Source: an optimization exercise on an open RTL-to-GDS flow (aim: small area, a short achievable clock period and few clock cycles). Production flows keep margins and buffers that such runs may drop.
Function was checked by simulation only, so behaviour that the tests miss may differ from the original.
No activity file was given, so power comes from the tool's default toggle rates.

## design.v

```verilog
module bdsp_engine (
    input             clk,
    input             rst,
    input             bus_valid,
    input             bus_write,
    input      [18:0] bus_addr,
    input      [31:0] bus_wdata,
    output reg        bus_rvalid,
    output reg [31:0] bus_rdata,
    output reg        bus_err,
    output            irq
);
  localparam W      = 16;
  localparam NMAX   = 16;
  localparam MMAX   = 8;
  localparam LMAX   = 32;
  localparam RT_CTX = 2;
  localparam YMAX   = NMAX + MMAX - 1;
  localparam [31:0] ID_VAL  = 32'h4649_5231;
  localparam [31:0] CFG_VAL = {11'd0, 5'd2, 2'd0, 6'd16, 7'd0, 1'b0};
  localparam [3:0] E_OPCODE = 4'd1, E_RSVD = 4'd2, E_CTX = 4'd3, E_ARG = 4'd4,
                   E_CAP = 4'd5, E_NOCTX = 4'd6;
  localparam [2:0] S_IDLE = 3'd0, S_CHK = 3'd1, S_BLK1 = 3'd2, S_BLK2 = 3'd3, S_RUN = 3'd4,
                   S_BLK0 = 3'd5;
  reg  [W-1:0] xmem [0:NMAX-1];
  reg  [W-1:0] hmem [0:MMAX-1];
  reg  [W-1:0] ymem [0:YMAX-1];
  reg  [W-1:0] coef [0:2*MMAX-1];      
  reg  [W-1:0] hist [0:2*MMAX-1];      
  reg  [3:0]   ctx_m [0:RT_CTX-1];
  reg  [RT_CTX-1:0] ctx_valid;
  reg  [18:0]  q_run [0:RT_CTX-1];
  reg  [19:0]  q_dmax [0:RT_CTX-1];    
  reg  [19:0]  q_dmin [0:RT_CTX-1];    
  reg          q_ovf [0:RT_CTX-1];
  reg          irq_en;
  reg          st_busy, st_done, st_err, st_ovf, st_wbusy;
  reg  [3:0]   st_errcode;
  reg  [31:0]  cmd_reg, xlen, hlen, blen, rt_in;
  reg  [4:0]   ylen;
  reg  [W-1:0] rt_out;
  reg  [2:0]   state;
  reg          pend;       
  reg          ovf_acc;
  assign irq = irq_en & (st_done | st_err);
  wire        aligned   = (bus_addr[1:0] == 2'b00);
  wire        is_reg    = aligned && (bus_addr < 19'h0003C);
  wire [15:0] slot      = bus_addr[17:2];
  wire        is_x      = aligned && (bus_addr[18:16] == 3'd1) && (bus_addr[15:2] < NMAX);
  wire        is_h      = aligned && (bus_addr[18:16] == 3'd2) && (bus_addr[15:2] < MMAX);
  wire        is_y      = aligned && (bus_addr[18:17] == 2'b10) && (bus_addr[16:2] < YMAX);
  wire        mapped    = is_reg | is_x | is_h | is_y;
  wire [3:0]  reg_idx   = bus_addr[5:2];
  wire        wr        = bus_valid & bus_write & mapped;
  wire        wr_reg    = wr & is_reg;
  wire        soft_rst  = bus_valid & bus_write & (bus_addr == 19'h00014) & bus_wdata[0];
  wire        wr_guard  = wr & (is_x | is_h | is_y |
                              (is_reg & (reg_idx == 4'd7 || reg_idx == 4'd8 ||
                                         reg_idx == 4'd9 || reg_idx == 4'd10 ||
                                         reg_idx == 4'd12)));
  wire        wr_ok     = wr_guard & ~st_busy;
  wire        accept    = bus_valid & bus_write & ~st_busy & (bus_addr == 19'h0001C);
  wire        rtin_wr   = bus_valid & bus_write & ~st_busy & (bus_addr == 19'h00030);
  wire [W-1:0] xrd = xmem[slot[3:0]];
  wire [W-1:0] hrd = hmem[slot[2:0]];
  wire [W-1:0] yrd = ymem[slot[4:0]];
  reg [31:0] rdata_c;
  always @(*) begin
    rdata_c = 32'd0;
    if (is_reg) begin
      case (reg_idx)
        4'd0:  rdata_c = ID_VAL;
        4'd1:  rdata_c = CFG_VAL;
        4'd2:  rdata_c = NMAX;
        4'd3:  rdata_c = MMAX;
        4'd4:  rdata_c = LMAX;
        4'd5:  rdata_c = {30'd0, irq_en, 1'b0};
        4'd6:  rdata_c = {20'd0, st_errcode, 3'd0, st_wbusy, st_ovf, st_err, st_done, st_busy};
        4'd7:  rdata_c = cmd_reg;
        4'd8:  rdata_c = xlen;
        4'd9:  rdata_c = hlen;
        4'd10: rdata_c = blen;
        4'd11: rdata_c = {27'd0, ylen};
        4'd12: rdata_c = rt_in;
        4'd13: rdata_c = {{(32-W){rt_out[W-1]}}, rt_out};
        4'd14: rdata_c = {{(32-RT_CTX){1'b0}}, ctx_valid};
        default: rdata_c = 32'd0;
      endcase
    end else if (is_x) rdata_c = {{(32-W){xrd[W-1]}}, xrd};
    else if (is_h)     rdata_c = {{(32-W){hrd[W-1]}}, hrd};
    else if (is_y)     rdata_c = {{(32-W){yrd[W-1]}}, yrd};
  end
  always @(posedge clk) begin
    if (rst) begin
      bus_rvalid <= 1'b0;
      bus_rdata  <= 32'd0;
      bus_err    <= 1'b0;
    end else begin
      bus_rvalid <= bus_valid;
      bus_err    <= bus_valid & ~mapped;
      bus_rdata  <= (bus_valid & ~bus_write & mapped) ? rdata_c : 32'd0;
    end
  end
  wire [3:0]  op    = cmd_reg[3:0];
  wire [3:0]  cctx  = cmd_reg[7:4];
  reg         d_rsvd, d_cnz, d_cge2;    
  wire        rsvd  = d_rsvd;
  wire        cx    = cctx[0];
  reg  f_n0, f_ngt, f_m0, f_mgt, f_lle, f_llt, f_lgt;
  always @(posedge clk) begin
    f_n0  <= (xlen == 32'd0);
    f_ngt <= (|xlen[31:5]) | (xlen[4] & (|xlen[3:0]));
    f_m0  <= (hlen == 32'd0);
    f_mgt <= (|hlen[31:4]) | (hlen[3] & (|hlen[2:0]));
    f_lle <= ~(|blen[31:4]) & (blen[3:0] <= hlen[3:0]);
    f_llt <= ~(|blen[31:4]) & (blen[3:0] <  hlen[3:0]);
    f_lgt <= (|blen[31:6]) | (blen[5] & (|blen[4:0]));
  end
  reg  [3:0]  chk_err;
  always @(*) begin
    chk_err = 4'd0;
    if (op >= 4'd7)                                   chk_err = E_OPCODE;
    else if (rsvd)                                    chk_err = E_RSVD;
    else if (op <= 4'd4 && d_cnz)                     chk_err = E_RSVD;
    else if (op >= 4'd5 && d_cge2)                    chk_err = E_CTX;
    else if (op >= 4'd1 && op <= 4'd4) begin
      if (f_n0 || f_m0)                               chk_err = E_ARG;
      else if (f_ngt || f_mgt)                        chk_err = E_CAP;
      else if (op == 4'd3 && f_lle)                   chk_err = E_ARG;
      else if (op == 4'd4 && f_llt)                   chk_err = E_ARG;
      else if ((op == 4'd3 || op == 4'd4) && f_lgt)   chk_err = E_CAP;
    end else if (op == 4'd5) begin
      if (f_m0)                                       chk_err = E_ARG;
      else if (f_mgt)                                 chk_err = E_CAP;
    end else if (op == 4'd6) begin
      if (!ctx_valid[cx])                             chk_err = E_NOCTX;
    end
  end
  wire [4:0] n5  = xlen[4:0];
  wire [3:0] m4  = hlen[3:0];
  wire [5:0] l6  = blen[5:0];
  wire [4:0] t5  = n5 + {1'b0, m4} - 5'd1;             
  wire [4:0] lc5 = (n5 > {1'b0, m4}) ? n5 : {1'b0, m4};  
  wire [5:0] lw6 = l6 + {2'b0, m4} - 6'd1;             
  wire [5:0] lsm1c = {1'b0, lc5} - {2'b0, m4} + 6'd1;   
  wire [3:0] wop = bus_wdata[3:0];
  wire       w_lc   = (wop == 4'd1);
  wire       w_cc   = (wop == 4'd2);
  wire       w_os   = (wop == 4'd3);
  wire       w_oa   = (wop == 4'd4);
  wire [2:0] z_p    = m4[2:0] - 3'd1;                        
  wire       z_m1   = (m4 == 4'd1);
  wire [5:0] z_mln  = ({1'b0, n5} < l6) ? {1'b0, n5} : l6;   
  wire [6:0] z_ccr  = {2'd0, n5} + {3'd0, m4} - 7'd2 - {2'd0, lc5};    
  wire [6:0] z_osr  = {1'b0, z_mln} - 7'd1 - {1'b0, l6};              
  wire [6:0] z_s2r  = w_os ? z_osr : z_ccr;                  
  wire [6:0] z_osr1 = {1'b0, z_mln} - 7'd2 - {1'b0, l6};
  wire [6:0] z_ccr1 = {2'd0, n5} + {3'd0, m4} - 7'd3 - {2'd0, lc5};
  wire [6:0] z_s2rm = w_os ? z_osr1 : z_ccr1;
  wire [5:0] z_s2x  = w_os ? l6 : lsm1c;                     
  wire       z_wrap = w_cc | w_os;
  wire [5:0] z_kb   = (w_lc | w_cc) ? ({1'b0, n5} - 6'd1) :
                      (w_oa ? (z_mln - 6'd1) : ({3'd0, z_p} + z_mln - 6'd1));
  wire [5:0] z_cnt  = w_lc ? {1'b0, t5} : w_cc ? {1'b0, lc5} : (z_mln + {3'd0, z_p});
  wire       z_dhi  = (w_lc | w_cc) ? (n5 > 5'd1) : (z_mln > 6'd1);
  wire [6:0] z_n1r  = z_m1 ? (z_dhi ? 7'd0 : 7'h7f) : {6'd0, z_dhi};
  wire [5:0] z_ka   = w_os ? {3'd0, z_p} : 6'd0;
  wire [4:0] z_len  = w_cc ? lc5 : t5;
  wire [6:0] z_ows2r = z_osr + {4'd0, z_p};                  
  reg  [4:0] c_n;       
  reg  [3:0] c_m;       
  reg  [2:0] c_p;       
  reg  [5:0] c_l;       
  reg  [4:0] c_len;     
  reg  [5:0] c_lcap;    
  reg  [5:0] c_lseg;    
  reg  [5:0] c_lsm1;    
  reg        c_wrap;    
  reg        c_ols;
  reg        c_multi;   
  reg  [4:0] c_lim;     
  reg  [5:0] b_base, b_nbase;
  reg        b_more;
  reg  [6:0] b_xoff;    
  reg  [5:0] b_ka, b_kb, b_cnt;
  reg  [5:0] b_thr;     
  reg        w_s1ne;    
  reg  [5:0] w_s1x;
  reg  [2:0] w_s1h;
  reg  [6:0] w_s1rem;
  reg  [5:0] w_s2x;
  reg  [6:0] w_s2rem;
  reg        w_s2ne, w_ywen;
  reg  [5:0] o_qleft;
  reg        o_lastout;
  reg        o_seg, o_first;
  reg  [5:0] o_x;       
  reg  [2:0] o_h;       
  reg  [6:0] o_rem;     
  reg        cs2_ne;
  reg  [5:0] cs2_x;
  reg  [6:0] cs2_rem;
  reg  [6:0] o_ypos;
  reg        o_ywen;
  reg  [5:0] nx_n;
  reg        nx_s1ne;
  reg  [5:0] nx_s1x;
  reg  [2:0] nx_s1h;
  reg  [6:0] nx_s1rem;
  reg        nx_s2ne;
  reg  [5:0] nx_s2x;
  reg  [6:0] nx_s2rem;
  reg  [6:0] nx_ypos;
  reg        nx_ywen;
  wire [6:0] blk_xoff = {1'b0, b_base} - (c_ols ? {4'd0, c_p} : 7'd0);
  wire [5:0] blk_ka   = blk_xoff[6] ? (6'd0 - blk_xoff[5:0]) : 6'd0;
  wire [6:0] blk_kb_a = {1'b0, c_lcap} - 7'd1;
  wire [6:0] blk_kb_b = {2'b0, c_n} - 7'd1 - blk_xoff;
  wire [5:0] blk_kb   = ($signed(blk_kb_a) < $signed(blk_kb_b)) ? blk_kb_a[5:0] : blk_kb_b[5:0];
  wire [5:0] blk_cnt0 = b_kb - b_ka + {2'b0, c_m};
  wire [5:0] blk_cnt  = (c_wrap && c_lseg < blk_cnt0) ? c_lseg : blk_cnt0;
  wire [5:0] blk_nb   = b_base + c_l;
  wire [6:0] b2_xka   = b_xoff + {1'b0, b_ka};             
  wire [6:0] b2_s2lo  = {1'b0, b_ka} + {1'b0, c_lsm1};
  wire [6:0] b2_s2x   = b_xoff + b2_s2lo;
  wire [6:0] b2_s2rem = {1'b0, b_kb} - b2_s2lo;
  wire [6:0] b2_s2rm1 = b2_s2rem - 7'd1;
  wire       b2_m1    = (c_m == 4'd1);
  wire       b2_dhi   = (b_ka < b_kb);
  wire [6:0] b2_n1rem = {6'd0, b2_dhi} - {6'd0, b2_m1};
  wire [6:0] b2_ws2x  = b_xoff + {1'b0, c_lsm1};
  wire [6:0] b2_ws2r  = {1'b0, b_kb} - {1'b0, c_lsm1};
  wire [6:0] b2_nyp   = b2_xka + 7'd1;
  function ywen_f;
    input [6:0] yp;
    input [5:0] base;
    input [4:0] len;
    ywen_f = ($signed(yp) >= $signed({1'b0, base})) && ($signed(yp) < $signed({2'b0, len}));
  endfunction
  wire       run      = (state == S_RUN);
  wire [3:0] sq_x0    = o_x[3:0];
  wire [2:0] sq_h0    = o_h;
  wire       sq_v1    = (o_rem != 7'd0);
  wire       seg_end  = (o_rem[6:1] == 6'd0);
  wire       has_seg2 = ~o_seg & cs2_ne;
  wire       out_last = seg_end & ~has_seg2;
  wire       sq_fin   = out_last & o_lastout & ~b_more;
  wire       nx_wrap  = c_wrap && (nx_n + 6'd1 == c_lseg);
  wire       nx_dlo   = (nx_n >= b_thr);
  wire       nx_dhi   = (nx_n < b_kb);
  wire [6:0] nx_s1rem_a = nx_s1rem + {6'd0, nx_dhi} - {6'd0, nx_dlo};
  wire [6:0] nx_s2rem_a = nx_s2rem - 7'd1;
  wire [6:0] nx_ypos_a  = nx_ypos + 7'd1;
  reg        bg_busy, bg_ld, bg_c;
  reg  [1:0] bg_k;
  reg  [3:0] bg_m;
  reg  [W-1:0] a0, b0, a1, b1;       
  reg          oc_v, oc_v1, oc_first, oc_last, oc_ywen, oc_fin;
  reg  [4:0]   oc_ypos;
  reg          ob_v, ob_first, ob_last, ob_vo, ob_ve, ob_c, ob_spec;
  reg          op_spec;
  reg  [W-1:0] p0, p1;               
  reg  [W:0]   ph0, ph1;             
  wire         pov0 = (ph0 != {(W+1){1'b0}}) && (ph0 != {(W+1){1'b1}});
  wire         pov1 = (ph1 != {(W+1){1'b0}}) && (ph1 != {(W+1){1'b1}});
  reg          pc_v, pc_v1, pc_first, pc_last, pc_ywen, pc_fin;
  reg  [4:0]   pc_ypos;
  reg          pb_v, pb_first, pb_last, pb_vo, pb_ve, pb_c;
  reg          prod_spec;
  reg  [W-1:0] acc;
  wire [W-1:0] sp_p    = cx ? p1 : p0;
  wire         sp_ov   = cx ? pov1 : pov0;
  wire [18:0]  sp_p19  = {{3{sp_p[W-1]}}, sp_p};
  wire [20:0]  rt_hi   = {{2{sp_p19[18]}}, sp_p19} + {{2{q_run[cx][18]}}, q_run[cx]} + {1'b0, q_dmax[cx]};
  wire [20:0]  rt_lo   = {{2{sp_p19[18]}}, sp_p19} + {{2{q_run[cx][18]}}, q_run[cx]} - {1'b0, q_dmin[cx]};
  wire         rt_ovf  = sp_ov | q_ovf[cx] |
                         (~rt_hi[20] & (rt_hi[19:15] != 5'd0)) |
                         ( rt_lo[20] & (rt_lo[19:15] != 5'b11111));
  wire [W-1:0] rt_val  = sp_p + q_run[cx][W-1:0];
  wire         chk     = (state == S_CHK) & ~bg_busy;
  wire         chk_ok  = chk & (chk_err == 4'd0);
  wire         op_rt   = ~d_rsvd & ~d_cge2;
  wire         op_cv   = ~d_rsvd & ~d_cnz & ~f_n0 & ~f_m0 & ~f_ngt & ~f_mgt;
  wire         rt_go   = chk & (op == 4'd6) & op_rt & ctx_valid[cx] & prod_spec;
  wire         rt_init = chk & (op == 4'd5) & op_rt & ~f_m0 & ~f_mgt;
  wire         conv_ok = op_cv &
                         ((op == 4'd1) | (op == 4'd2) |
                          ((op == 4'd3) & ~f_lle & ~f_lgt) |
                          ((op == 4'd4) & ~f_llt & ~f_lgt));
  wire         chk_conv = (chk | (run & pend)) & conv_ok;    
  wire         e_go     = bus_valid & bus_write & ~st_busy & (bus_addr == 19'h0001C) &
                          (wop == 4'd6) & ~bg_busy;
  reg          bg_early;
  wire         rt_load  = rt_go & (~bg_early | (ctx_m[cx] >= 4'd4));    
  wire         bg_load  = e_go | rt_load | bg_ld;
  wire [1:0]   bgk      = e_go ? 2'd0 : rt_go ? {1'b0, bg_early} : bg_k;
  wire         bgc      = e_go ? bus_wdata[4] : rt_go ? cx : bg_c;
  wire [3:0]   bgm      = e_go ? ctx_m[bus_wdata[4]] : rt_go ? ctx_m[cx] : bg_m;
  wire [W-1:0] s_next   = rtin_wr ? bus_wdata[W-1:0] : rt_in[W-1:0];
  wire [3:0]   x_en    = sq_x0 + 4'd1;
  wire [2:0]   h_on    = sq_h0 - 3'd1;
  wire [W-1:0] x_ev    = xmem[{x_en[3:1], 1'b0}];
  wire [W-1:0] x_od    = xmem[{sq_x0[3:1], 1'b1}];
  wire [W-1:0] h_ev    = hmem[{sq_h0[2:1], 1'b0}];
  wire [W-1:0] h_od    = hmem[{h_on[2:1], 1'b1}];
  reg  [W-1:0] a0_n, b0_n, a1_n, b1_n;
  always @(*) begin
    if (run) begin
      a0_n = sq_x0[0] ? x_od : x_ev;
      a1_n = sq_x0[0] ? x_ev : x_od;
      b0_n = sq_h0[0] ? h_od : h_ev;
      b1_n = sq_h0[0] ? h_ev : h_od;
    end else if (bg_load) begin
      case (bgk)
        2'd0:    a1_n = rt_in[W-1:0];
        2'd1:    a1_n = rt_go ? hist[{bgc, 3'd2}] : hist[{bgc, 3'd3}];
        2'd2:    a1_n = hist[{bgc, 3'd5}];
        default: a1_n = hist[{bgc, 3'd7}];
      endcase
      case (bgk)
        2'd0:    a0_n = hist[{bgc, 3'd1}];
        2'd1:    a0_n = rt_go ? hist[{bgc, 3'd3}] : hist[{bgc, 3'd4}];
        default: a0_n = hist[{bgc, 3'd6}];
      endcase
      case (bgk)
        2'd0:    b1_n = coef[{bgc, 3'd1}];
        2'd1:    b1_n = coef[{bgc, 3'd3}];
        2'd2:    b1_n = coef[{bgc, 3'd5}];
        default: b1_n = coef[{bgc, 3'd7}];
      endcase
      case (bgk)
        2'd0:    b0_n = coef[{bgc, 3'd2}];
        2'd1:    b0_n = coef[{bgc, 3'd4}];
        default: b0_n = coef[{bgc, 3'd6}];
      endcase
    end else begin
      a0_n = s_next;
      a1_n = s_next;
      b0_n = coef[{1'b0, 3'd0}];
      b1_n = coef[{1'b1, 3'd0}];
    end
  end
  function [17:0] brow;           
    input [2:0]  d;
    input [15:0] a;
    reg one, two, neg;
    reg [16:0] sel;
    begin
      one  = d[0] ^ d[1];
      two  = (d == 3'b011) | (d == 3'b100);
      neg  = d[2] & ~(d[1] & d[0]);
      sel  = ({17{one}} & {a[15], a}) | ({17{two}} & {a, 1'b0});
      sel  = sel ^ {17{neg}};
      brow = {neg, ~sel[16], sel[15:0]};
    end
  endfunction
  function [63:0] csa;            
    input [31:0] x, y, z;
    csa = {((x & y) | (x & z) | (y & z)) << 1, x ^ y ^ z};
  endfunction
  wire [16:0] bb0 = {b0, 1'b0};
  wire [16:0] bb1 = {b1, 1'b0};
  wire [31:0] rw0 [0:7];
  wire [31:0] rw1 [0:7];
  wire [7:0]  ng0, ng1;
  genvar gi;
  generate for (gi = 0; gi < 8; gi = gi + 1) begin : g_booth
    wire [17:0] r0 = brow(bb0[2*gi+2 : 2*gi], a0);
    wire [17:0] r1 = brow(bb1[2*gi+2 : 2*gi], a1);
    assign rw0[gi] = {15'd0, r0[16:0]} << (2*gi);
    assign rw1[gi] = {15'd0, r1[16:0]} << (2*gi);
    assign ng0[gi] = r0[17];
    assign ng1[gi] = r1[17];
  end endgenerate
  wire [31:0] nk0 = {16'hAAAB, 1'b0, ng0[7], 1'b0, ng0[6], 1'b0, ng0[5], 1'b0, ng0[4],
                     1'b0, ng0[3], 1'b0, ng0[2], 1'b0, ng0[1], 1'b0, ng0[0]};
  wire [31:0] nk1 = {16'hAAAB, 1'b0, ng1[7], 1'b0, ng1[6], 1'b0, ng1[5], 1'b0, ng1[4],
                     1'b0, ng1[3], 1'b0, ng1[2], 1'b0, ng1[1], 1'b0, ng1[0]};
  wire [63:0] c0_1a = csa(rw0[0], rw0[1], rw0[2]);
  wire [63:0] c0_1b = csa(rw0[3], rw0[4], rw0[5]);
  wire [63:0] c0_1c = csa(rw0[6], rw0[7], nk0);
  wire [63:0] c0_2a = csa(c0_1a[31:0], c0_1a[63:32], c0_1b[31:0]);
  wire [63:0] c0_2b = csa(c0_1b[63:32], c0_1c[31:0], c0_1c[63:32]);
  wire [63:0] c0_3  = csa(c0_2a[31:0], c0_2a[63:32], c0_2b[31:0]);
  wire [63:0] c0_4  = csa(c0_3[31:0], c0_3[63:32], c0_2b[63:32]);
  wire [63:0] c1_1a = csa(rw1[0], rw1[1], rw1[2]);
  wire [63:0] c1_1b = csa(rw1[3], rw1[4], rw1[5]);
  wire [63:0] c1_1c = csa(rw1[6], rw1[7], nk1);
  wire [63:0] c1_2a = csa(c1_1a[31:0], c1_1a[63:32], c1_1b[31:0]);
  wire [63:0] c1_2b = csa(c1_1b[63:32], c1_1c[31:0], c1_1c[63:32]);
  wire [63:0] c1_3  = csa(c1_2a[31:0], c1_2a[63:32], c1_2b[31:0]);
  wire [63:0] c1_4  = csa(c1_3[31:0], c1_3[63:32], c1_2b[63:32]);
  wire [2*W-1:0] m0 = c0_4[31:0] + c0_4[63:32];
  wire [2*W-1:0] m1 = c1_4[31:0] + c1_4[63:32];
  wire [W-1:0] ac_in  = pc_first ? {W{1'b0}} : acc;
  wire [W:0]   ac_s1  = {ac_in[W-1], ac_in} + {p0[W-1], p0};
  wire         ac_o1  = ac_s1[W] != ac_s1[W-1];
  wire [W-1:0] ac_p1  = pc_v1 ? p1 : {W{1'b0}};
  wire [W+1:0] ac_s2  = {{2{ac_in[W-1]}}, ac_in} + {{2{p0[W-1]}}, p0} + {{2{ac_p1[W-1]}}, ac_p1};
  wire         ac_o2  = (ac_s2[W+1:W-1] != 3'b000) && (ac_s2[W+1:W-1] != 3'b111);
  wire         ac_ovf = pc_v & (pov0 | ac_o1 | (pc_v1 & (pov1 | ac_o2)));
  reg  [18:0]  w_run;
  reg  [19:0]  w_dmax, w_dmin;
  reg          w_ovf;
  wire [18:0]  bq_run0 = pb_first ? 19'd0 : w_run;
  wire [19:0]  bq_dx0  = pb_first ? 20'd0 : w_dmax;
  wire [19:0]  bq_dn0  = pb_first ? 20'd0 : w_dmin;
  wire         bq_ov0  = pb_first ? 1'b0  : w_ovf;
  wire [19:0]  bq_a    = pb_vo ? {{4{p1[W-1]}}, p1} : 20'd0;
  wire [19:0]  bq_b    = pb_ve ? {{4{p0[W-1]}}, p0} : 20'd0;
  wire [18:0]  bq_r2   = bq_run0 + bq_a[18:0] + bq_b[18:0];
  wire [19:0]  bq_x    = bq_dx0 - bq_a - bq_b;          
  wire [19:0]  bq_z    = bq_dn0 + bq_a + bq_b;          
  wire         bq_c1   = ~($signed(bq_dx0) < $signed(bq_a));
  wire         bq_d1   = ~($signed(bq_dn0) < $signed(20'd0 - bq_a));
  wire         bq_bneg = pb_ve & p0[W-1];
  wire         bq_bpos = pb_ve & ~p0[W-1] & (p0 != {W{1'b0}});
  wire [19:0]  bq_dx   = bq_c1 ? (bq_x[19] ? 20'd0 : bq_x) : (bq_bneg ? 20'd0 - bq_b : 20'd0);
  wire [19:0]  bq_dn   = bq_d1 ? (bq_z[19] ? 20'd0 : bq_z) : (bq_bpos ? bq_b : 20'd0);
  wire         bq_ov   = bq_ov0 | (pb_vo & pov1) | (pb_ve & pov0);
  wire [W-1:0] y_old  = ymem[pc_ypos];
  wire [W-1:0] yr     = ac_s2[W-1:0];
  wire [W:0]   y_sum  = {y_old[W-1], y_old} + {yr[W-1], yr};
  wire         y_v    = pc_v & pc_last;
  wire         y_wen  = pc_ywen;
  wire         y_ovf  = y_sum[W] != y_sum[W-1];
  wire         y_done = y_v & pc_fin;
  wire         y_pz    = chk_conv;          
  wire [4:0]   pz_len  = c_len;
  wire [W-1:0] y_wd    = st_busy ? (y_pz ? {W{1'b0}} : y_sum[W-1:0]) : bus_wdata[W-1:0];
  integer k;
  wire run_blk  = run & seg_end & ~has_seg2 & o_lastout;    
  wire bg_fin   = pb_v & pb_last;
  always @(posedge clk) begin
    if (rst || soft_rst) begin
      irq_en     <= 1'b0;
      st_busy    <= 1'b0;
      st_done    <= 1'b0;
      st_err     <= 1'b0;
      st_ovf     <= 1'b0;
      st_wbusy   <= 1'b0;
      st_errcode <= 4'd0;
      cmd_reg    <= 32'd0;
      xlen       <= 32'd0;
      hlen       <= 32'd0;
      blen       <= 32'd0;
      ylen       <= 5'd0;
      rt_in      <= 32'd0;
      rt_out     <= {W{1'b0}};
      ctx_valid  <= {RT_CTX{1'b0}};
      state      <= S_IDLE;
      pend       <= 1'b0;
      bg_busy    <= 1'b0;
      bg_ld      <= 1'b0;
      bg_early   <= 1'b0;
      oc_v       <= 1'b0;
      ob_v       <= 1'b0;
      op_spec    <= 1'b0;
      pc_v       <= 1'b0;
      pb_v       <= 1'b0;
      prod_spec  <= 1'b0;
    end else begin
      case (state)
        S_CHK: if (chk) begin
          if (chk_err != 4'd0) begin
            st_err     <= 1'b1;
            st_errcode <= chk_err;
            st_busy    <= 1'b0;
            state      <= S_IDLE;
          end else begin
            case (op)
              4'd1, 4'd2, 4'd3, 4'd4: begin
                state <= S_RUN;
                pend  <= 1'b0;
              end
              4'd5: begin
                ctx_valid[cx] <= 1'b1;
                st_done <= 1'b1;
                st_busy <= 1'b0;
                state   <= S_IDLE;
              end
              4'd6: begin
                if (prod_spec) begin
                  rt_out  <= rt_val;
                  st_ovf  <= rt_ovf;
                  st_done <= 1'b1;
                  st_busy <= 1'b0;
                  state   <= S_IDLE;
                end
              end
              default: begin             
                st_done <= 1'b1;
                st_busy <= 1'b0;
                state   <= S_IDLE;
              end
            endcase
          end
        end
        S_BLK0: state <= S_BLK1;
        S_BLK1: state <= S_BLK2;
        S_BLK2: state <= S_RUN;
        S_RUN: begin
          if (pend) begin
            pend <= 1'b0;
            if (!conv_ok) begin
              st_err     <= 1'b1;
              st_errcode <= chk_err;
              st_busy    <= 1'b0;
              state      <= S_IDLE;
            end else if (run_blk) state <= b_more ? S_BLK0 : S_IDLE;
          end else if (run_blk) state <= b_more ? S_BLK0 : S_IDLE;
        end
        default: ;
      endcase
      oc_v      <= run & ~(pend & ~conv_ok);
      ob_v      <= bg_load & ~run;
      op_spec   <= ~run & ~bg_load & ~rt_init;
      pc_v      <= oc_v;
      pb_v      <= ob_v & ~(ob_spec & ~rt_go);
      prod_spec <= op_spec & ~rtin_wr & ~rt_init;
      if (bg_load) bg_ld <= ~e_go & ({2'b0, bgk, 1'b0} + 5'd4 <= {1'b0, bgm});
      bg_early <= e_go;
      if (bg_fin) bg_busy <= 1'b0;
      if (rt_go)  bg_busy <= 1'b1;
      if (y_done) begin
        ylen    <= c_len;
        st_ovf  <= ovf_acc | ac_ovf | (y_wen & y_ovf);
        st_done <= 1'b1;
        st_busy <= 1'b0;
      end
      if (wr && st_busy && wr_guard) st_wbusy <= 1'b1;
      if (accept) begin
        cmd_reg    <= bus_wdata;
        st_busy    <= 1'b1;
        st_done    <= 1'b0;
        st_err     <= 1'b0;
        st_errcode <= 4'd0;
        st_ovf     <= 1'b0;
        st_wbusy   <= 1'b0;
        state      <= (wop >= 4'd1 && wop <= 4'd4 && !bg_busy) ? S_RUN : S_CHK;
        pend       <= 1'b1;
      end
      if (wr_reg && reg_idx == 4'd5) irq_en <= bus_wdata[1];
      if (wr_reg && reg_idx == 4'd6) begin
        if (bus_wdata[1]) st_done <= 1'b0;
        if (bus_wdata[2]) begin st_err <= 1'b0; st_errcode <= 4'd0; end
        if (bus_wdata[3]) st_ovf <= 1'b0;
        if (bus_wdata[4]) st_wbusy <= 1'b0;
      end
      if (wr_ok && is_reg) begin
        case (reg_idx)
          4'd8:  xlen  <= bus_wdata;
          4'd9:  hlen  <= bus_wdata;
          4'd10: blen  <= bus_wdata;
          4'd12: rt_in <= bus_wdata;
          default: ;
        endcase
      end
    end
  end
  always @(posedge clk) begin
    if (!st_busy) begin
      c_n     <= n5;
      c_m     <= m4;
      c_p     <= m4[2:0] - 3'd1;
      c_l     <= l6;
      c_len   <= (wop == 4'd2) ? lc5 : t5;
      c_lcap  <= (wop == 4'd4) ? l6 : (wop == 4'd3) ? lw6 :
                 (wop == 4'd2) ? {1'b0, lc5} : 6'd32;
      c_lseg  <= (wop == 4'd2) ? {1'b0, lc5} : lw6;
      c_lsm1  <= (wop == 4'd2) ? lsm1c : l6;
      c_wrap  <= (wop == 4'd2) | (wop == 4'd3);
      c_ols   <= (wop == 4'd3);
      c_multi <= (wop == 4'd3) | (wop == 4'd4);
      c_lim   <= (wop == 4'd3) ? t5 : n5;
      b_base  <= 6'd0;
      d_rsvd  <= |bus_wdata[31:8];
      b_xoff    <= w_os ? (7'd0 - {4'd0, z_p}) : 7'd0;
      b_ka      <= z_ka;
      b_kb      <= z_kb;
      b_cnt     <= z_cnt;
      b_nbase   <= l6;
      b_more    <= (w_os & (l6 < {1'b0, t5})) | (w_oa & (l6 < {1'b0, n5}));
      b_thr     <= w_os ? {2'd0, z_p, 1'b0} : {3'd0, z_p};
      w_s1ne    <= ~w_os | z_m1;
      w_s1x     <= 6'd0;
      w_s1h     <= w_os ? (3'd0 - z_p) : 3'd0;
      w_s1rem   <= w_os ? (7'd0 - {4'd0, z_p}) : 7'd0;
      w_s2x     <= w_os ? (l6 - {3'd0, z_p}) : lsm1c;
      w_s2rem   <= w_os ? z_ows2r : z_ccr;
      w_s2ne    <= w_os ? ~z_ows2r[6] : (w_cc & ~z_ccr[6]);
      w_ywen    <= ~w_os | z_m1;
      o_qleft   <= z_cnt;
      o_lastout <= w_lc ? (t5 == 5'd1) : w_cc ? (lc5 == 5'd1) : ((z_mln + {3'd0, z_p}) == 6'd1);
      o_seg     <= 1'b0;
      o_first   <= 1'b1;
      o_x       <= 6'd0;
      o_h       <= 3'd0;
      o_rem     <= 7'd0;
      cs2_ne    <= z_wrap & ~z_s2r[6];
      cs2_x     <= z_s2x;
      cs2_rem   <= z_s2r;
      o_ypos    <= 7'd0;
      o_ywen    <= 1'b1;
      nx_n      <= w_os ? ({3'd0, z_p} + 6'd1) : 6'd1;
      nx_s1ne   <= ~z_n1r[6];
      nx_s1x    <= {5'd0, z_m1};
      nx_s1h    <= {2'd0, ~z_m1};
      nx_s1rem  <= z_n1r;
      nx_s2ne   <= z_wrap & ~z_s2rm[6];
      nx_s2x    <= w_os ? (l6 + 6'd1) : (lsm1c + 6'd1);
      nx_s2rem  <= z_s2rm;
      nx_ypos   <= 7'd1;
      nx_ywen   <= w_cc ? (lc5 > 5'd1) : (t5 > 5'd1);
      d_cnz   <= |bus_wdata[7:4];
      d_cge2  <= |bus_wdata[7:5];
    end
    if (chk_conv) ovf_acc <= 1'b0;
    if (state == S_BLK0) begin
      b_xoff  <= blk_xoff;
      b_ka    <= blk_ka;
      b_kb    <= blk_kb;
    end
    if (state == S_BLK1) begin
      b_cnt   <= blk_cnt;
      b_nbase <= blk_nb;
      b_more  <= c_multi && (blk_nb < {1'b0, c_lim});
    end
    if (state == S_BLK2) begin
      b_thr     <= b_ka + {2'd0, c_m} - 6'd1;
      w_s1ne    <= (b_ka == 6'd0);
      w_s1x     <= b2_xka[5:0];
      w_s1h     <= 3'd0 - b_ka[2:0];
      w_s1rem   <= 7'd0 - {1'b0, b_ka};
      w_s2x     <= b2_ws2x[5:0];
      w_s2rem   <= b2_ws2r;
      w_s2ne    <= c_wrap & ~b2_ws2r[6];
      w_ywen    <= ywen_f(b_xoff, b_base, c_len);
      o_qleft   <= b_cnt;
      o_lastout <= (b_cnt == 6'd1);
      o_seg     <= 1'b0;
      o_first   <= 1'b1;
      o_x       <= b2_xka[5:0];
      o_h       <= 3'd0;
      o_rem     <= 7'd0;
      cs2_ne    <= c_wrap & ~b2_s2rem[6];
      cs2_x     <= b2_s2x[5:0];
      cs2_rem   <= b2_s2rem;
      o_ypos    <= b2_xka;
      o_ywen    <= ywen_f(b2_xka, b_base, c_len);
      nx_n      <= b_ka + 6'd1;
      nx_s1ne   <= ~b2_n1rem[6];
      nx_s1x    <= b2_xka[5:0] + {5'd0, b2_m1};
      nx_s1h    <= {2'd0, ~b2_m1};
      nx_s1rem  <= b2_n1rem;
      nx_s2ne   <= c_wrap & ~b2_s2rm1[6];
      nx_s2x    <= b2_s2x[5:0] + 6'd1;
      nx_s2rem  <= b2_s2rm1;
      nx_ypos   <= b2_nyp;
      nx_ywen   <= ywen_f(b2_nyp, b_base, c_len);
    end
    if (run) begin
      if (!seg_end) begin
        o_x     <= o_x + 6'd2;
        o_h     <= o_h - 3'd2;
        o_rem   <= o_rem - 7'd2;
        o_first <= 1'b0;
      end else if (has_seg2) begin
        o_seg   <= 1'b1;
        o_x     <= cs2_x;
        o_h     <= c_p;
        o_rem   <= cs2_rem;
        o_first <= 1'b0;
      end else if (!o_lastout) begin
        o_qleft   <= o_qleft - 6'd1;
        o_lastout <= (o_qleft == 6'd2);
        o_first   <= 1'b1;
        if (nx_s1ne) begin
          o_seg <= 1'b0;
          o_x   <= nx_s1x;
          o_h   <= nx_s1h;
          o_rem <= nx_s1rem;
        end else begin
          o_seg <= 1'b1;
          o_x   <= nx_s2x;
          o_h   <= c_p;
          o_rem <= nx_s2rem;
        end
        cs2_ne  <= nx_s2ne;
        cs2_x   <= nx_s2x;
        cs2_rem <= nx_s2rem;
        o_ypos  <= nx_ypos;
        o_ywen  <= nx_ywen;
        if (nx_wrap) begin
          nx_n     <= 6'd0;
          nx_s1ne  <= w_s1ne;
          nx_s1x   <= w_s1x;
          nx_s1h   <= w_s1h;
          nx_s1rem <= w_s1rem;
          nx_s2ne  <= w_s2ne;
          nx_s2x   <= w_s2x;
          nx_s2rem <= w_s2rem;
          nx_ypos  <= b_xoff;
          nx_ywen  <= w_ywen;
        end else begin
          nx_n     <= nx_n + 6'd1;
          nx_s1ne  <= ~nx_s1rem_a[6];
          nx_s1x   <= nx_s1x + {5'd0, nx_dlo};
          nx_s1h   <= nx_s1h + {2'd0, ~nx_dlo};
          nx_s1rem <= nx_s1rem_a;
          nx_s2ne  <= c_wrap & ~nx_s2rem_a[6];
          nx_s2x   <= nx_s2x + 6'd1;
          nx_s2rem <= nx_s2rem_a;
          nx_ypos  <= nx_ypos_a;
          nx_ywen  <= ywen_f(nx_ypos_a, b_base, c_len);
        end
      end else if (b_more) begin
        b_base <= b_nbase;
      end
    end
    a0 <= a0_n; b0 <= b0_n; a1 <= a1_n; b1 <= b1_n;
    oc_v1    <= sq_v1;
    oc_first <= o_first;
    oc_last  <= out_last;
    oc_ypos  <= o_ypos[4:0];
    oc_ywen  <= o_ywen;
    oc_fin   <= sq_fin;
    ob_first <= (bgk == 2'd0);
    ob_last  <= ({2'b0, bgk, 1'b0} + 5'd4 > {1'b0, bgm});
    ob_vo    <= ({1'b0, bgk, 1'b0} + 4'd1 < bgm);
    ob_ve    <= ({1'b0, bgk, 1'b0} + 4'd2 < bgm);
    ob_c     <= bgc;
    ob_spec  <= e_go;
    if (bg_load) begin
      bg_c  <= bgc;
      bg_m  <= bgm;
      bg_k  <= bgk + 2'd1;
    end
    p0 <= m0[W-1:0]; p1 <= m1[W-1:0];
    ph0 <= m0[2*W-1:W-1]; ph1 <= m1[2*W-1:W-1];
    pc_v1    <= oc_v1;
    pc_first <= oc_first;
    pc_last  <= oc_last;
    pc_ypos  <= oc_ypos;
    pc_ywen  <= oc_ywen;
    pc_fin   <= oc_fin;
    pb_first <= ob_first;
    pb_last  <= ob_last;
    pb_vo    <= ob_vo;
    pb_ve    <= ob_ve;
    pb_c     <= ob_c;
    if (pc_v) begin
      acc <= ac_s2[W-1:0];
      if (ac_ovf) ovf_acc <= 1'b1;
    end
    if (y_v & y_wen & y_ovf) ovf_acc <= 1'b1;
    if (pb_v) begin
      w_run  <= bq_r2;
      w_dmax <= bq_dx;
      w_dmin <= bq_dn;
      w_ovf  <= bq_ov;
    end
    if (bg_fin) begin
      q_run[pb_c]  <= bq_r2;
      q_dmax[pb_c] <= bq_dx;
      q_dmin[pb_c] <= bq_dn;
      q_ovf[pb_c]  <= bq_ov;
    end
    if (rt_init) begin
      ctx_m[cx] <= m4;
      for (k = 0; k < MMAX; k = k + 1)
        coef[{cx, 3'd0} + k] <= hmem[k];
      for (k = 1; k < MMAX; k = k + 1)
        hist[{cx, 3'd0} + k] <= {W{1'b0}};
      q_run[cx] <= 19'd0;
      q_dmax[cx] <= 20'd0;
      q_dmin[cx] <= 20'd0;
      q_ovf[cx] <= 1'b0;
    end
    if (rt_go) begin
      hist[{cx, 3'd1}] <= rt_in[W-1:0];
      for (k = 2; k < MMAX; k = k + 1)
        hist[{cx, 3'd0} + k] <= hist[{cx, 3'd0} + k - 1];
    end
  end
  always @(posedge clk) begin
    if (wr_ok && is_x) xmem[slot[3:0]] <= bus_wdata[W-1:0];
    if (wr_ok && is_h) hmem[slot[2:0]] <= bus_wdata[W-1:0];
    for (k = 0; k < YMAX; k = k + 1)
      if ((wr_ok && is_y && slot[4:0] == k) ||
          (y_pz && k < pz_len) ||
          (y_v && y_wen && pc_ypos == k))
        ymem[k] <= y_wd;
  end
endmodule
```

## config.mk

```make
export PLATFORM = sky130hd
export DESIGN_NAME = bdsp_engine
export DESIGN_NICKNAME = bdsp_engine
export VERILOG_FILES = /design/flow/design.v
export SDC_FILE = /design/flow/constraint.sdc
export NUM_CORES = 4
export LEC_CHECK = 0
export CAP_MARGIN = 20
export CORE_MARGIN = 2
export CORE_UTILIZATION = 30
export SLEW_MARGIN = 20
```

## flow/run.sh

```bash
#!/bin/bash
# The standard ORFS layout (the standard.sh), with a larger setup-repair
# margin: timing repair keeps working until paths are 8 ns shorter than the
# clock period. The clock period, constraints and every other step are the
# standard ones. make's full output goes to flow_make.log.
set -euo pipefail
bash standard.sh SETUP_SLACK_MARGIN=8 finish > flow_make.log 2>&1
```

## standard.sh

```bash
#!/bin/bash
# synth_recipe.tcl (not shown) runs the flow's synth.tcl, then flattens the netlist and writes it again
# the make line also repeats each setting of config.mk as NAME=value (left out here)
make -C /OpenROAD-flow-scripts/flow DESIGN_CONFIG=/design/flow/config.mk WORK_HOME=/design/flow/orfs CLKGATE_MAP_FILE= SYNTH_SCRIPT=/design/flow/synth_recipe.tcl "${@:-finish}"
```

## constraint.sdc

```tcl
create_clock -name core_clock -period 14.0 [get_ports {clk}]
set_input_delay 2.8000 -clock core_clock [delete_from_list [all_inputs] [get_ports {clk}]]
set_output_delay 2.8000 -clock core_clock [all_outputs]
set_load 0.01 [all_outputs]
```

==> results of run 1 <==
## metal layers
layer  vias to the layer above  share of wire [%]  GRT usage, %
met4                        30                6.3          10.9
met3                      1259                 11          5.37
met1                     44700                 39          26.4
met2                      5366                 44          31.3
met5                         -              0.051             0
li1                      39400                  -             -
## repair_timing
item / in CTS / in global routing
gates cloned: 6 / 6
pin swaps: 31 / 49
resized for setup: 130 / 150
endpoints found under the setup margin: 191 / 168
hold buffers: 0 / 0
setup buffers: 33 / 31
## worst min path at each step
stage / startpoint / cells past startpoint / endpoint
finish: oc_last$_DFF_P_ / 0 / pc_last$_DFF_P_
global route: oc_ypos[2]$_DFF_P_ / 0 / pc_ypos[2]$_DFF_P_
CTS: oc_last$_DFF_P_ / 0 / pc_last$_DFF_P_
detailed placement: oc_ywen$_DFF_P_ / 0 / pc_ywen$_DFF_P_
global placement: oc_first$_DFF_P_ / 0 / pc_first$_DFF_P_
floorplan: ob_c$_DFF_P_ / 0 / pb_c$_DFF_P_
## cells by family after synthesis
group / Yosys count / synth area share [%]
compound gates: 2738 / 15.7
simple gates: 2441 / 9.40
flops: 2054 / 47.3
buf+inv: 1302 / 4.22
fa+ha+maj: 927 / 11.6
xor+xnor: 592 / 4.42
mux: 554 / 7.43
other cells: 1 / 0.00319
## through the flow
step                instances  cell area, um2  setup WS (ps)  hold WS (ps)  util, %
floorplan               10600          118000           8010           310        -
global placement        15500          125000           5760           312     32.1
detailed placement      15500          125000           5660           313     32.1
CTS                     16000          133000           7940           326     34.2
global route            16000          134000           7850           331     34.5
finish                  16000          134000           8000           324     34.5
## synth_stat cells (213+ instances only)
library cell  number
edfxtp_1        1441
a21oi_1          711
mux4_2           240
clkbuf_1         589
o21ai_0          449
inv_1            632
fa_1             273
dfxtp_1          613
ha_1             654
nor2_1           546
xor2_1           213
xnor2_1          378
nand2_1         1073
a22oi_1          469
## critical path, delay by kind of cell
| kind | cells | cell delay (ps) |
|---|---|---|
| buffers and inverters | 2 | 1130 |
| AOI/OAI and AO/OA | 5 | 1100 |
| and+or+nand+nor | 2 | 1670 |
## where the power goes
| part | total [W] | switching, W | internal (W) |
|---|---|---|---|
| logic | 0.0137 | 0.00818 | 0.00550 |
| clock network | 0.00587 | 0.00254 | 0.00334 |
| registers | 0.00716 | 0.000294 | 0.00687 |
| total | 0.0267 | 0.0110 | 0.0157 |
## layout make-up
class | count | area, um2 | share of cell area [%]
inverters | 636 | 2430 | 1.81
flip-flops and latches | 2054 | 55600 | 41.4
clock inverters | 112 | 1050 | 0.780
clock buffers | 292 | 6050 | 4.50
well taps | 5197 | 6500 | 4.84
multi-input cells | 7261 | 58800 | 43.7
diodes | 15 | 37.5 | 0.0279
repair buffers | 443 | 3940 | 2.93
==> flow_summary.yaml, run 1 <==
status:
  status: "finished clean"
routing:
  routedWlPerCell_um: 26.4
  vias_per_cell: 5.67
  totalWireLength_um: 422000
  drtPass1Iterations: 7
  ant_nets: 0
  drtIter0Drc: 11900
  num_vias: 90800
  drc: 0
clock_tree:
  cts_max_level: 4
  cts_tree: "built"
  clock-root-buffer: "clkbuf_16"
  clk-insertion-delay-late_ps: 930
  clk_pin_slew_ps: 60
  clock_sinks: 2054
  cts_buffers: 220
  clock_path_buffers: 4
setup_path:
  r2r_start: "b1[1]$_DFF_P_"
  path_class: "in -> reg"
  r2r_cells: 25
  cp.required_ps: 14860
  critPathLaunchType: "input port"
  worst-path-max-fanout: 47
  crit_arrival_ps: 6860
  cpMaxStageDelayCell: "nor2_2"
  slowest_delay_ps: 1010
  r2r-end: "ph1[9]$_DFF_P_"
  worstSetupEndpoint: "bus_rdata[4]$_SDFF_PP0_"
  crit_start: "bus_addr[3]"
  r2r_slack_ps: 8010
  critPathCaptureType: "register"
  cp_cell_sequence: "buf_6, buf_4, nand2_1, nor2_2, a22o_1, a21oi_1, o21ai_0, o21ai_0, a21oi_1"
die:
  io_pins: 90
  fp.dieW_um: 630
  placementRows: 229
  initial_utilization_pct: 30.2
  die_h_um: 630
  core_um2: 390000
  die_area_um2: 397000
grt:
  antenna_found_initial: 44
  grt_usage_pct: 20.4
  grt.overflow.total: 0
  grt_pass1_vias: 86700
  grt_max_degree: 113
  grt_pass1_wl_um: 606000
sta:
  maxSlewViolCount: 0
  fin_crit_ps: 6000
  min_period_over_period_pct: 42.8
  skew_ps: 104
  rsz0062_at_grt: "true"
  fin_setup_tns_ps: 0
  max_freq_ghz: 0.167
  relSlewSlack_pct: 15.4
  setup_violations: 0
  finalHoldViolCount: 0
  worst_pin_slew_ps: 1260
final_layout:
  n_fill_cell: 38600
  syn2layout_area_growth_pct: 14.4
  nets: 11600
  final_layout_size_suffix_gt1_share_pct: 12.8
  final_common_cell: "edfxtp_1"
  top_register: "ymem"
  largest_reg_flops: 368
  final_cell_mix: "edfxtp_1 (1441), nand2_1 (1068), a21oi_1 (698)"
logic_synthesis:
  syn_area_um2: 118000
  synthCells: 10600
  synth_area_leader_cell: "edfxtp_1"
  ys_async_sr_fraction_pct: 0
  synth_top_area_share_pct: 36.8
  ys.warnings.count: 2
  synth_cell_types: 99
  ys_seq_area_share_pct: 47.3
  ys_seq_elements: 2054
  synthTopCellsByArea: "edfxtp_1 (37%), dfxtp_1 (10%), ha_1 (7.0%)"
  synth_area_per_cell_um2: 11.1
  ys.flop_type: "edfxtp_1"
  synth_edf_count: 1441
placement:
  dp_hpwl_um: 279000
  place.gp.congestion: 0.968
  port_buffers: 89
power:
  power_w: 0.0267
  p_per_area_nw_per_um2: 199
  ir_drop_mv: 0.728
  leakage_nw: 48.3
min_path:
  hold_class: "reg -> reg"
job:
  cap_violations: 0
Testbench counts, summed over its fixed seeds: cycles 22,979.
==> run 2, diff against run 1 <==
--- a/config.mk
+++ b/config.mk
@@ -8,4 +8,7 @@
 export CAP_MARGIN = 20
 export CORE_MARGIN = 2
 export CORE_UTILIZATION = 30
+export CTS_CLUSTER_DIAMETER = 110
+export CTS_CLUSTER_SIZE = 22
+export PLACE_DENSITY = 0.75
 export SLEW_MARGIN = 20
==> flow_summary.yaml, run 2 <==
sta:
  skew_ps: 60.9
  finalHoldViolCount: 0
  relSlewSlack_pct: 14.6
  worst_slack_ps: 7990
  fin_setup_tns_ps: 0
  rsz0062_at_grt: "true"
  worst_pin_slew_ps: 1270
  min_period_over_period_pct: 42.9
  fin_crit_ps: 6010
  setup_violations: 0
  max_freq_ghz: 0.166
  maxSlewViolCount: 0
placement:
  pre_cts_ws_ps: 5150
  port_buffers: 89
  place.gp.congestion: 0.995
  dp_hpwl_um: 270000
setup_path:
  path_buf_inv: 3
  cpMaxStageDelayCell: "a221oi_1"
  r2r_start: "b1[5]$_DFF_P_"
  r2r_slack_ps: 8090
  critPathCaptureType: "register"
  cp.required_ps: 14630
  slowest_delay_ps: 1060
  cp_num_cells: 7
  r2r_cells: 22
  crit_family: "buffers and inverters"
  crit_top_cell: "buf_6"
  cp_cell_sequence: "clkbuf_8, buf_6, buf_6, mux4_2, mux2_2, a221oi_1, a21oi_1"
  crit_arrival_ps: 6640
  path_class: "in -> reg"
  crit_start: "bus_addr[2]"
  worst-path-max-fanout: 56
  critPathLaunchType: "input port"
  r2r-end: "ph1[16]$_DFF_P_"
final_layout:
  largest_reg_flops: 368
  n_fill_cell: 38200
  multi_input_area_um2: 58600
  register_area_um2: 55600
  final_common_cell: "edfxtp_1"
  syn2layout_area_growth_pct: 10.9
  nets: 11500
  final_layout_size_suffix_gt1_share_pct: 10.9
  top_register: "ymem"
  final_cell_mix: "edfxtp_1 (1441), nand2_1 (1064), a21oi_1 (702)"
clock_tree:
  clock_sinks: 2054
  cts_tree: "built"
  cts_buffers: 105
  clock_path_buffers: 3
  clock-root-buffer: "clkbuf_16"
  clk-insertion-delay-late_ps: 830
  clk_pin_slew_ps: 100
  postCtsHoldBufs: 0
  cts_max_level: 3
grt:
  grtUsageMet2_pct: 29.5
  grt.overflow.total: 0
  grt_usage_pct: 19.5
  grt_pass1_wl_um: 585000
  top_usage_layer: "met2"
  grtUsageMet3_pct: 6.66
  antenna_found_initial: 46
  grt_pass1_vias: 87100
  use_met1_pct: 23.7
  grt_max_degree: 88
logic_synthesis:
  ys_seq_elements: 2054
  synth_area_per_cell_um2: 11.1
  ys_seq_area_share_pct: 47.3
  ys_async_sr_fraction_pct: 0
  synth_area_leader_cell: "edfxtp_1"
  synthTopCellsByCount: "edfxtp_1 (1441), nand2_1 (1073), a21oi_1 (711), ha_1 (654), inv_1 (632)"
  synthMostInstantiatedCell: "edfxtp_1"
  synthTopCellsByArea: "edfxtp_1 (37%), dfxtp_1 (10%), ha_1 (7.0%)"
  syn_area_um2: 118000
  ys.flop_type: "edfxtp_1"
  ys.warnings.count: 2
  synth_top_area_share_pct: 36.8
  synth_edf_count: 1441
  synthCells: 10600
  synth_cell_types: 99
routing:
  vias_per_cell: 5.80
  num_vias: 91600
  drc: 0
  ant_nets: 0
  routedWlPerCell_um: 25.8
  totalWireLength_um: 407000
  drtIter0Drc: 13800
  drtPass1Iterations: 9
die:
  core_um2: 390000
  die_area_um2: 397000
  io_pins: 90
  placementRows: 229
  die_h_um: 630
  initial_utilization_pct: 30.2
  fp.dieW_um: 630
min_path:
  worst_hold_startpoint: "oc_ypos[1]$_DFF_P_"
  hold_path_end: "pc_ypos[1]$_DFF_P_"
  holdPathStages: 0
  hold_class: "reg -> reg"
power:
  p_per_area_nw_per_um2: 184
  leakage_nw: 46.3
  ir_drop_mv: 0.486
status:
  status: "finished clean"
job:
  cap_violations: 0
[run 2: cell type report]
class | instances | share of cell area, %
clock inverters | 12 | 0.159
repair inverters | 2 | 0.0154
repair buffers | 424 | 2.93
flip-flops and latches | 2054 | 42.7
clock buffers | 185 | 2.30
multi-input cells | 7260 | 45.0
inverters | 636 | 1.87
diodes | 29 | 0.0557
well taps | 5197 | 4.99
[run 2: metal layers]
layer	share of wire, %	vias to the layer above
met4	7.7	48
li1	-	39000
met2	43	6616
met3	14	1474
met5	0.11	-
met1	35	44500
[run 2: power breakdown]
group | leakage, nW | total [W] | switching [W] | internal [W]
Combinational | 27.0 | 0.0133 | 0.00796 | 0.00532
Sequential | 17.7 | 0.00716 | 0.000304 | 0.00686
Clock | 1.52 | 0.00357 | 0.00207 | 0.00150
Total | 46.3 | 0.0240 | 0.0103 | 0.0137
[run 2: cell families after synthesis]
family,Yosys count,synth area share [%]
compound gates,2738,15.7
buf+inv,1302,4.22
xor+xnor,592,4.42
simple gates,2441,9.40
other cells,1,0.00319
fa+ha+maj,927,11.6
flops,2054,47.3
mux,554,7.43
[run 2: worst max path at each step]
stage / slack (ps) / to
after floorplan: 8010 / ph0[8]$_DFF_P_
after global placement: 5240 / a1[14]$_DFF_P_
after detailed placement: 5150 / a1[14]$_DFF_P_
after CTS: 7960 / ph0[15]$_DFF_P_
after global routing: 7870 / st_ovf$_SDFF_PP0_
final: 7990 / bus_rdata[10]$_SDFF_PP0_
[run 2: stage by stage]
stage	instance area [um2]	std cells	util, %	total power [W]	hold WS [ps]
after global routing	130000	15800	33.4	0.0254	336
after floorplan	118000	10600	-	0.0154	310
final	130000	15800	33.4	0.0240	320
after detailed placement	125000	15500	32.1	0.0189	312
after CTS	129000	15700	33.2	0.0230	325
after global placement	125000	15500	32.0	0.0186	310
[run 2: timing repair]
item                                    in CTS  in global routing
setup buffers                               32                 41
pin swaps                                   25                 39
endpoints found under the setup margin     370                343
gates cloned                                 6                  7
resized for setup                          147                118
==> run 3, diff against run 2 <==
--- a/config.mk
+++ b/config.mk
@@ -10,5 +10,4 @@
 export CORE_UTILIZATION = 30
 export CTS_CLUSTER_DIAMETER = 110
 export CTS_CLUSTER_SIZE = 22
-export PLACE_DENSITY = 0.75
 export SLEW_MARGIN = 20
==> flow_summary.yaml, run 3 <==
status:
  status: "finished clean"
sta:
  maxSlewViolCount: 0
  worst_slack_ps: 8020
  worst_pin_slew_ps: 1290
  min_period_over_period_pct: 42.7
  max_freq_ghz: 0.167
  relSlewSlack_pct: 13.7
  fin_setup_tns_ps: 0
  finalHoldViolCount: 0
  skew_ps: 75.1
  fin_crit_ps: 5980
  rsz0062_at_grt: "true"
  setup_violations: 0
logic_synthesis:
  ys.flop_type: "edfxtp_1"
  synthTopCellsByCount: "edfxtp_1 (1441), nand2_1 (1073), a21oi_1 (711), ha_1 (654), inv_1 (632)"
  synth_edf_count: 1441
  synth_cell_types: 99
  synthTopCellsByArea: "edfxtp_1 (37%), dfxtp_1 (10%), ha_1 (7.0%)"
  ys.warnings.count: 2
  synthMostInstantiatedCell: "edfxtp_1"
  synth_top_area_share_pct: 36.8
  synthCells: 10600
  synth_area_per_cell_um2: 11.1
  ys_seq_area_share_pct: 47.3
  ys_seq_elements: 2054
  synth_area_leader_cell: "edfxtp_1"
  syn_area_um2: 118000
  ys_async_sr_fraction_pct: 0
clock_tree:
  cts_tree: "built"
  clk_pin_slew_ps: 100
  clock_sinks: 2054
  cts_buffers: 108
  clk-insertion-delay-late_ps: 810
  clock-root-buffer: "clkbuf_16"
  clock_path_buffers: 3
  cts_max_level: 3
final_layout:
  final_layout_size_suffix_gt1_share_pct: 11.0
  nets: 11500
  largest_reg_flops: 368
  top_register: "ymem"
  final_cell_mix: "edfxtp_1 (1441), nand2_1 (1068), a21oi_1 (696)"
  stdcell_count: 15800
  utilization_pct: 33.5
  syn2layout_area_growth_pct: 11.0
  final_common_cell: "edfxtp_1"
die:
  fp.dieW_um: 630
  core_um2: 390000
  die_h_um: 630
  placementRows: 229
  die_area_um2: 397000
  initial_utilization_pct: 30.2
  io_pins: 90
power:
  p_per_area_nw_per_um2: 188
  ir_drop_mv: 0.774
  power_w: 0.0245
  leakage_nw: 46.3
routing:
  routedWlPerCell_um: 26.4
  num_vias: 89500
  totalWireLength_um: 418000
  vias_per_cell: 5.66
  drc: 0
  drtIter0Drc: 12300
  drtPass1Iterations: 10
  ant_nets: 0
grt:
  grt_usage_pct: 20.3
  grt_pass1_vias: 85300
  grt_pass1_wl_um: 601000
  grt.overflow.total: 0
  grt_max_degree: 113
  antenna_found_initial: 40
placement:
  dp_hpwl_um: 279000
  pre_cts_ws_ps: 5660
  dp_cells: 15500
  port_buffers: 89
  place.gp.congestion: 0.968
job:
  cap_violations: 0
setup_path:
  slowest_delay_ps: 740
  crit_family: "buffers and inverters"
  cpMaxStageDelayCell: "mux2i_2"
  crit_arrival_ps: 6660
  critPathCaptureType: "register"
  path_buf_inv: 3
  cp_num_cells: 8
  path_class: "in -> reg"
  r2r_cells: 20
  cp_cell_sequence: "clkbuf_8, buf_8, buf_6, mux4_2, mux2i_2, nor2_1, a221oi_1, a21oi_1"
  cp.required_ps: 14680
  worst-path-max-fanout: 52
  critPathLaunchType: "input port"
min_path:
  hold_class: "reg -> reg"
  holdPathStages: 0
[run 3: kinds of logic after synthesis]
logic type | count (synthesis) | synth area share, %
xor gates and xnor gates | 592 | 4.42
muxes | 554 | 7.43
and+or+nand+nor | 2441 | 9.40
other | 1 | 0.00319
adders and majority gates | 927 | 11.6
DFF | 2054 | 47.3
AOI/OAI and AO/OA | 2738 | 15.7
buffers and inverters | 1302 | 4.22
[run 3: area by class of cell]
cell class                      instances  area [um2]
Inverter                              636        2430
Clock buffer                          185        3030
Sequential cell                      2054       55600
Clock inverter                         18         223
Timing Repair Buffer                  445        3910
Tap cell                             5197        6500
Multi-Input combinational cell       7260       58700
Fill cell                           39000      259000
Antenna cell                           28        70.1
Timing Repair inverter                  1        8.76
[run 3: stage by stage]
stage                     cell area, um2  hold slack [ps]
after global routing              130000              337
after floorplan                   118000              310
after detailed placement          125000              313
after CTS                         130000              334
after global placement            125000              312
final                             130000              332
[run 3: worst paths after layout]
path                            slack (ps)                 endpoint               start
worst max-delay path                  8020  bus_rdata[4]$_SDFF_PP0_         bus_addr[2]
worst min-delay path                   330       pc_ypos[2]$_DFF_P_  oc_ypos[2]$_DFF_P_
worst max register to register        8060        st_ovf$_SDFF_PP0_  pc_ypos[2]$_DFF_P_
worst min register to register         330       pc_ypos[2]$_DFF_P_  oc_ypos[2]$_DFF_P_
[run 3: routing by layer]
| metal | vias up | track usage (%) | routed length (um) |
|---|---|---|---|
| li1 | 39100 | - | - |
| met1 | 44100 | 26.4 | 162000 |
| met2 | 5201 | 31.3 | 183000 |
| met3 | 1119 | 5.13 | 47200 |
| met4 | 36 | 10.1 | 24700 |
| met5 | - | 0 | 288 |
[run 3: timing repair]
action                                  4_1_cts  5_1_grt
resized for setup                           144      117
buffers inserted                             34       33
hold buffers                                  0        0
cloned                                        9        2
pin swaps                                    29       52
endpoints found under the setup margin      255      245
[run 3: worst reg2reg max path: stages (launching register included)]
cell       delay (ps)
dfxtp_2           490
or3_1             220
nor2_1             60
buf_4             280
a22o_1            300
a221o_1           260
a221oi_1          270
nand4_1           150
a211o_1           360
ha_1              280
a211oi_1          320
o21bai_1          270
or3_1             400
a31o_2            230
o41ai_2           300
o21a_1            220
o21ai_0           200
xnor2_2           400
a2111oi_1         200
a2111oi_2         460
o31a_1            230
[run 3: power by group]
part           total (W)  internal, W  switching (W)
Sequential       0.00715      0.00686       0.000292
Combinational     0.0138      0.00554        0.00821
Clock            0.00362      0.00152        0.00210
==> run 4, diff against run 3 <==
==> flow/run.sh (replaced) <==
#!/bin/bash
# The standard ORFS layout (the standard.sh), with a larger setup-repair
# margin: timing repair keeps working until paths are 8.5 ns shorter than the
# clock period. The clock period, constraints and every other step are the
# standard ones. make's full output goes to flow_make.log.
set -euo pipefail
bash standard.sh SETUP_SLACK_MARGIN=8.5 finish > flow_make.log 2>&1
==> flow_summary.yaml, run 4 <==
sta:
  max_freq_ghz: 0.174
  maxSlewViolCount: 0
  timing.hold.ws_ps: 332
  relSlewSlack_pct: 11.4
  min_period_over_period_pct: 41.0
  fin_crit_ps: 5740
  worst_slack_ps: 8260
  rsz0062_at_grt: "true"
  worst_pin_slew_ps: 1290
  setup_violations: 0
  fin_setup_tns_ps: 0
  skew_ps: 55.0
  finalHoldViolCount: 0
final_layout:
  largest_reg_flops: 368
  final_common_cell: "edfxtp_1"
  top_register: "ymem"
  nets: 11600
  final_cell_mix: "edfxtp_1 (1441), nand2_1 (1060), a21oi_1 (688)"
  stdcell_count: 15900
  register_area_um2: 55700
  syn2layout_area_growth_pct: 13.1
  multi_input_area_um2: 59800
  final_layout_size_suffix_gt1_share_pct: 13.7
  n_fill_cell: 38600
  utilization_pct: 34.1
setup_path:
  slowest_delay_ps: 560
  crit_top_cell: "fa_1"
  crit_arrival_ps: 6470
  critPathLaunchType: "register"
  cpMaxStageDelayCell: "fa_1"
  cp.required_ps: 14720
  worst-path-max-fanout: 5
  critPathCaptureType: "register"
  path_class: "reg -> reg"
grt:
  antenna_found_initial: 20
  grt_usage_pct: 20.2
  grt_pass1_wl_um: 601000
  grt.overflow.total: 0
  grt_max_degree: 129
  grt_pass1_vias: 86400
logic_synthesis:
  synthCells: 10600
  synth_area_per_cell_um2: 11.1
  ys.warnings.count: 2
  synthTopCellsByCount: "edfxtp_1 (1441), nand2_1 (1073), a21oi_1 (711), ha_1 (654), inv_1 (632)"
  ys_async_sr_fraction_pct: 0
  ys_seq_area_share_pct: 47.3
  synth_area_leader_cell: "edfxtp_1"
  synth_top_area_share_pct: 36.8
  synthTopCellsByArea: "edfxtp_1 (37%), dfxtp_1 (10%), ha_1 (7.0%)"
  syn_area_um2: 118000
  synth_edf_count: 1441
  ys_seq_elements: 2054
  ys.flop_type: "edfxtp_1"
  synthMostInstantiatedCell: "edfxtp_1"
  synth_cell_types: 99
clock_tree:
  clock_path_buffers: 3
  clk_pin_slew_ps: 100
  cts_buffers: 106
  cts_tree: "built"
  clk-insertion-delay-late_ps: 840
  clock-root-buffer: "clkbuf_16"
  cts_max_level: 3
  clock_sinks: 2054
placement:
  dp_hpwl_um: 271000
  place.gp.congestion: 0.930
  dp_cells: 15500
  port_buffers: 89
  pre_cts_ws_ps: 5580
routing:
  drtPass1Iterations: 9
  drtIter0Drc: 11400
  ant_nets: 0
  num_vias: 90300
  totalWireLength_um: 418000
  drc: 0
  routedWlPerCell_um: 26.3
  vias_per_cell: 5.68
die:
  fp.dieW_um: 630
  initial_utilization_pct: 30.2
  die_h_um: 630
  die_area_um2: 397000
  placementRows: 229
  io_pins: 90
  core_um2: 390000
power:
  p_per_area_nw_per_um2: 181
  leakage_nw: 47.3
  ir_drop_mv: 0.246
job:
  cap_violations: 0
min_path:
  hold_class: "reg -> reg"
status:
  status: "finished clean"
[run 4: layer usage]
metal | vias to the layer above | wire [um] | track usage, %
li1 | 39300 | - | -
met1 | 44900 | 164000 | 26.3
met2 | 5072 | 186000 | 31.9
met3 | 1063 | 43600 | 4.41
met4 | 6 | 24800 | 10.0
met5 | - | 38 | 0
[run 4: cells by family (layout without fill, tap and decap cells)]
logic type               after synthesis  after routing  synth area share [%]
AO/OA/AOI/OAI                       2738           2740                  15.7
XOR/XNOR                             592            592                  4.42
adder cells (fa/ha/maj)              927            927                  11.6
buffers and inverters               1302           1374                  4.22
flip-flops                          2054           2054                  47.3
multiplexers                         554            560                  7.43
other                                  1             19               0.00319
AND/OR/NAND/NOR                     2441           2443                  9.40
[run 4: final timing paths]
| path | cells after the start | from | slack, ps | to |
|---|---|---|---|---|
| worst max-delay path | 25 | b1[7]$_DFF_P_ | 8260 | ph1[16]$_DFF_P_ |
| worst min-delay path | 0 | oc_ypos[1]$_DFF_P_ | 330 | pc_ypos[1]$_DFF_P_ |
| worst max register to register | 25 | b1[7]$_DFF_P_ | 8260 | ph1[16]$_DFF_P_ |
| worst min register to register | 0 | oc_ypos[1]$_DFF_P_ | 330 | pc_ypos[1]$_DFF_P_ |
[run 4: stage by stage]
stage | power, W | cell area [um2]
finish | 0.0241 | 133000
detailed placement | 0.0188 | 125000
global route | 0.0257 | 133000
CTS | 0.0234 | 132000
floorplan | 0.0158 | 119000
global placement | 0.0187 | 125000
[run 4: power by group]
part,internal (W),switching (W),total (W)
Combinational,0.00580,0.00755,0.0134
Clock,0.00149,0.00210,0.00359
Sequential,0.00686,0.000288,0.00715
[run 4: worst max-delay path, delay by kind of cell, from the launching register on]
family / cells / cell delay (ps)
adder cells (fa/ha/maj): 6 / 2250
AO/OA/AOI/OAI: 8 / 1620
flip-flops: 1 / 430
buffers and inverters: 5 / 380
AND/OR/NAND/NOR: 3 / 370
multiplexers: 1 / 340
XOR/XNOR: 2 / 300
[run 4: repair_timing]
action,CTS,global route
resized for setup,317,159
gates cloned,25,3
setup buffers,146,43
endpoints found under the setup margin,551,509
pin swaps,81,57
hold buffers,0,0
[run 4: cell type report]
| cell class | instances | share of cell area [%] |
|---|---|---|
| Multi-Input combinational cell | 7265 | 44.9 |
| Inverter | 636 | 1.85 |
| Tap cell | 5197 | 4.89 |
| Antenna cell | 16 | 0.0301 |
| Sequential cell | 2054 | 41.9 |
| Timing Repair inverter | 3 | 0.0329 |
| Clock buffer | 186 | 2.26 |
| Clock inverter | 12 | 0.151 |
| Timing Repair Buffer | 537 | 3.99 |

## afterwards: timing with drivers on the ports
How much do the figures lean on ideal ports? The routed layouts below were timed once more, with nothing changed but the port constraints. Step 1: set_driving_cell puts a clkbuf_16 on clk and a buf_2 on each other input, an assumption about the parent block. Step 2 times the ports against the registers' clock, not the clock port: input delays grow and output delays shrink by t, the midpoint of the rising clock arrivals with the driver on. Three values: ideal ports, drivers, drivers and shift; two values: the first two.
run | t (ns) | setup WS [ns] | latest minus earliest clock arrival (ns) | slew at the worst register clock pin (ns) | worst slew at a driven data input, ns
run 1 | 0.981 | 8.002 / 8.014 / 7.059 | 0.121 / 0.122 | 0.07 / 0.07 | 0.21
run 2 | 0.899 | 7.990 / 7.949 / 7.049 | 0.081 / 0.081 | 0.10 / 0.10 | 0.21
run 3 | 0.885 | 8.022 / 8.061 / 7.176 | 0.094 / 0.094 | 0.11 / 0.11 | 0.22
run 4 | 0.905 | 8.256 / 8.256 / 7.558 | 0.060 / 0.061 | 0.11 / 0.11 | 0.23
After both steps setup and hold are still met in every run listed. The setup slack of run 1, which loses most, moves by +0.012 ns with the drivers and by -0.943 ns with both steps.
